This design comes from an exercise in tuning for small area, a short achievable clock period and few clock cycles on the open sky130 flow, not from production work.
Only simulation tests tie the RTL to the original design; equivalence was not proved.
Power and IR drop assume default switching activity.

// bl_engine
module bl_engine (
  input  wire        clk,
  input  wire        rst,
  input  wire        rx_valid,
  input  wire [7:0]  rx_data,
  input  wire        rx_err,
  output wire        rx_ready,
  output wire        tx_valid,
  output wire [7:0]  tx_data,
  input  wire        tx_ready,
  output wire        op_valid,
  output wire [3:0]  op_cmd,
  output wire [31:0] op_addr,
  output wire [15:0] op_wdata,
  input  wire        op_ready,
  input  wire        op_ok,
  input  wire [31:0] op_rdata,
  input  wire        rdp_level,
  output wire        exited
);
For scale: roughly 1700 flip-flops, about 110 I/O pins, ~47000 sq um of cells after synthesis.
clock: 10.0 ns
lec_check: 0
cap_margin: 20
core_margin: 2
core_utilization: 40
place_density: 0.6
slew_margin: 20
standard.sh (not shown) runs the stock make flow with config.mk's settings and CLKGATE_MAP_FILE= SYNTH_SCRIPT=/design/flow/synth_recipe.tcl, a recipe that flattens the netlist after the stock synthesis.
==> flow/flow/run.sh <==
#!/bin/bash
# The standard layout, with buf_2 port buffers, timing repair aimed at a
# tighter setup target and CTS without dummy loads; each ORFS step logs under
# orfs/logs/, the make output goes to standard.log.
cd "$(dirname "$0")/.."
bash standard.sh BUFFER_PORTS_ARGS="-buffer_cell sky130_fd_sc_hd__buf_2" SETUP_SLACK_MARGIN=7.3 \
  CTS_ARGS="-sink_clustering_enable -repair_clock_nets -dont_use_dummy_load -sink_clustering_size 24 -sink_clustering_max_diameter 80" finish > standard.log 2>&1
Testbench counts at the start, summed over its fixed seeds: cycles 52,366.
==> next run, changes <==
==> flow/flow/run.sh (replaced) <==
#!/bin/bash
# The standard layout, with buf_2 port buffers, timing repair aimed at a
# tighter setup target and CTS without dummy loads and with larger sink
# clusters; each ORFS step logs under
# orfs/logs/, the make output goes to standard.log.
cd "$(dirname "$0")/.."
bash standard.sh BUFFER_PORTS_ARGS="-buffer_cell sky130_fd_sc_hd__buf_2" SETUP_SLACK_MARGIN=7.0 \
  CTS_ARGS="-sink_clustering_enable -repair_clock_nets -dont_use_dummy_load -sink_clustering_size 24 -sink_clustering_max_diameter 80" finish > standard.log 2>&1
Setup slack gets better by 0.055 ns; via count decreases by a few percent; cell count drops slightly; total power went down slightly; clock skew drops by 0.026 ns; cell area falls by a few percent; core utilization drops by 1.5 points; non-clock buffer count came out lower by 83; wire length fell by a few percent.


Starting RTL as in the previous note.
// bl_engine
module bl_engine (
  input  wire        clk,
  input  wire        rst,
  input  wire        rx_valid,
  input  wire [7:0]  rx_data,
  input  wire        rx_err,
  output wire        rx_ready,
  output wire        tx_valid,
  output wire [7:0]  tx_data,
  input  wire        tx_ready,
  output wire        op_valid,
  output wire [3:0]  op_cmd,
  output wire [31:0] op_addr,
  output wire [15:0] op_wdata,
  input  wire        op_ready,
  input  wire        op_ok,
  input  wire [31:0] op_rdata,
  input  wire        rdp_level,
  output wire        exited
);
clock: 10.0 ns
lec_check: 0
cap_margin: 20
core_margin: 2
core_utilization: 40
place_density: 0.6
slew_margin: 20
==> flow/flow/run.sh <==
#!/bin/bash
# The standard layout, with buf_2 port buffers, timing repair aimed at a
# tighter setup target and CTS without dummy loads; each ORFS step logs under
# orfs/logs/, the make output goes to standard.log.
cd "$(dirname "$0")/.."
bash standard.sh BUFFER_PORTS_ARGS="-buffer_cell sky130_fd_sc_hd__buf_2" SETUP_SLACK_MARGIN=6.8 \
  CTS_ARGS="-sink_clustering_enable -repair_clock_nets -dont_use_dummy_load -sink_clustering_size 24 -sink_clustering_max_diameter 80" finish > standard.log 2>&1
The baseline ran to the end with no violations.
Testbench counts at the start, summed over its fixed seeds: cycles 52,366.
Then changed:
--- a/flow/flow/run.sh
+++ b/flow/flow/run.sh
@@ -2,3 +2,4 @@
 # The standard layout, with buf_2 port buffers, timing repair aimed at a
-# tighter setup target and CTS without dummy loads; each ORFS step logs under
+# tighter setup target and CTS without dummy loads and with larger sink
+# clusters; each ORFS step logs under
 # orfs/logs/, the make output goes to standard.log.
Result: Clock-buffer cell count does not change. Cell area stays the same. Worst setup slack is unchanged. Cell count does not change. Fmax stays the same. Sequential cell count stays the same. Via count stays the same.
Then changed:
--- a/flow/flow/run.sh
+++ b/flow/flow/run.sh
@@ -6,3 +6,3 @@
 cd "$(dirname "$0")/.."
-bash standard.sh BUFFER_PORTS_ARGS="-buffer_cell sky130_fd_sc_hd__buf_2" SETUP_SLACK_MARGIN=6.8 \
+bash standard.sh BUFFER_PORTS_ARGS="-buffer_cell sky130_fd_sc_hd__buf_2" SETUP_SLACK_MARGIN=7.0 \
   CTS_ARGS="-sink_clustering_enable -repair_clock_nets -dont_use_dummy_load -sink_clustering_size 24 -sink_clustering_max_diameter 80" finish > standard.log 2>&1
- CORE_UTILIZATION: 40 -> 50
- PLACE_DENSITY: 0.6 -> 0.65
The changed run finished clean. Sequential power is about the same. Flip-flop and latch count stays the same. Combinational power is higher by about 3%. Fmax climbs by 0.44%. Worst setup slack is better by 0.014 ns. Hold slack loses 0.021 ns.
Then changed:
==> flow/flow/run.sh (replaced) <==
#!/bin/bash
# The standard layout, with buf_2 port buffers, timing repair aimed at a
# tighter setup target and CTS without dummy loads; each ORFS step logs under
# orfs/logs/, the make output goes to standard.log.
cd "$(dirname "$0")/.."
bash standard.sh BUFFER_PORTS_ARGS="-buffer_cell sky130_fd_sc_hd__buf_2" SETUP_SLACK_MARGIN=6.8 \
  CTS_ARGS="-sink_clustering_enable -repair_clock_nets -dont_use_dummy_load" finish > standard.log 2>&1
- CORE_UTILIZATION: 50 -> 40
- PLACE_DENSITY: 0.65 -> 0.6
Result: Wire length rises by 5.4%; utilization falls by 9.5 points; via count climbs by 1.9%; total power went up by 12%.
Then changed:
==> flow/flow/run.sh (replaced) <==
#!/bin/bash
# The standard layout, with buf_2 port buffers, timing repair aimed at a
# tighter setup target and CTS without dummy loads; each ORFS step logs under
# orfs/logs/, the make output goes to standard.log.
cd "$(dirname "$0")/.."
bash standard.sh BUFFER_PORTS_ARGS="-buffer_cell sky130_fd_sc_hd__buf_2" SETUP_SLACK_MARGIN=7.0 \
  CTS_ARGS="-sink_clustering_enable -repair_clock_nets -dont_use_dummy_load -sink_clustering_size 24 -sink_clustering_max_diameter 80" finish > standard.log 2>&1
Clock skew goes down by 0.0040 ns. Final area is lower by 3.1%. Synthesized cell count is unchanged. Die area does not change. Combinational power stays flat. Global-route usage goes down by 0.55 points. Setup slack improved by 0.038 ns. Clock power fell by 29%. Wire length went down by 2.6%. Power fell by 11%.

==> port drivers added, routing unchanged <==
The flow's constraints put no driver on any port. The routed layouts listed below were extracted and timed again, unchanged, in two steps. Step 1: set_driving_cell puts a clkbuf_16 on clk and a buf_2 on each other input, an assumption about the parent block. Step 2 also shifts input and output timing later by t, the mid clock arrival at the registers, as if the neighbouring blocks saw the same clock. Three values: ideal, step 1, step 2; two values: the first two.
run | shift t [ns] | setup WS [ns] | worst setup path after step 2
the first run of note 1 | 0.695 | 6.790 / 6.718 / 6.370 | input to register
the second run of note 1 | 0.709 | 6.845 / 6.774 / 6.352 | input to register
the first run of note 2 | 0.713 | 6.787 / 6.713 / 6.161 | input to register
the second run of note 2 | 0.713 | 6.787 / 6.713 / 6.161 | input to register
the third run of note 2 | 0.677 | 6.801 / 6.743 / 6.362 | input to register
the fourth run of note 2 | 0.765 | 6.806 / 6.735 / 6.147 | input to register
the fifth run of note 2 | 0.709 | 6.845 / 6.774 / 6.352 | input to register
After both steps every run listed still meets setup and hold. For the fourth run of note 2, which loses most, drivers alone change the setup slack by -0.071 ns; drivers and shift together by -0.659 ns.
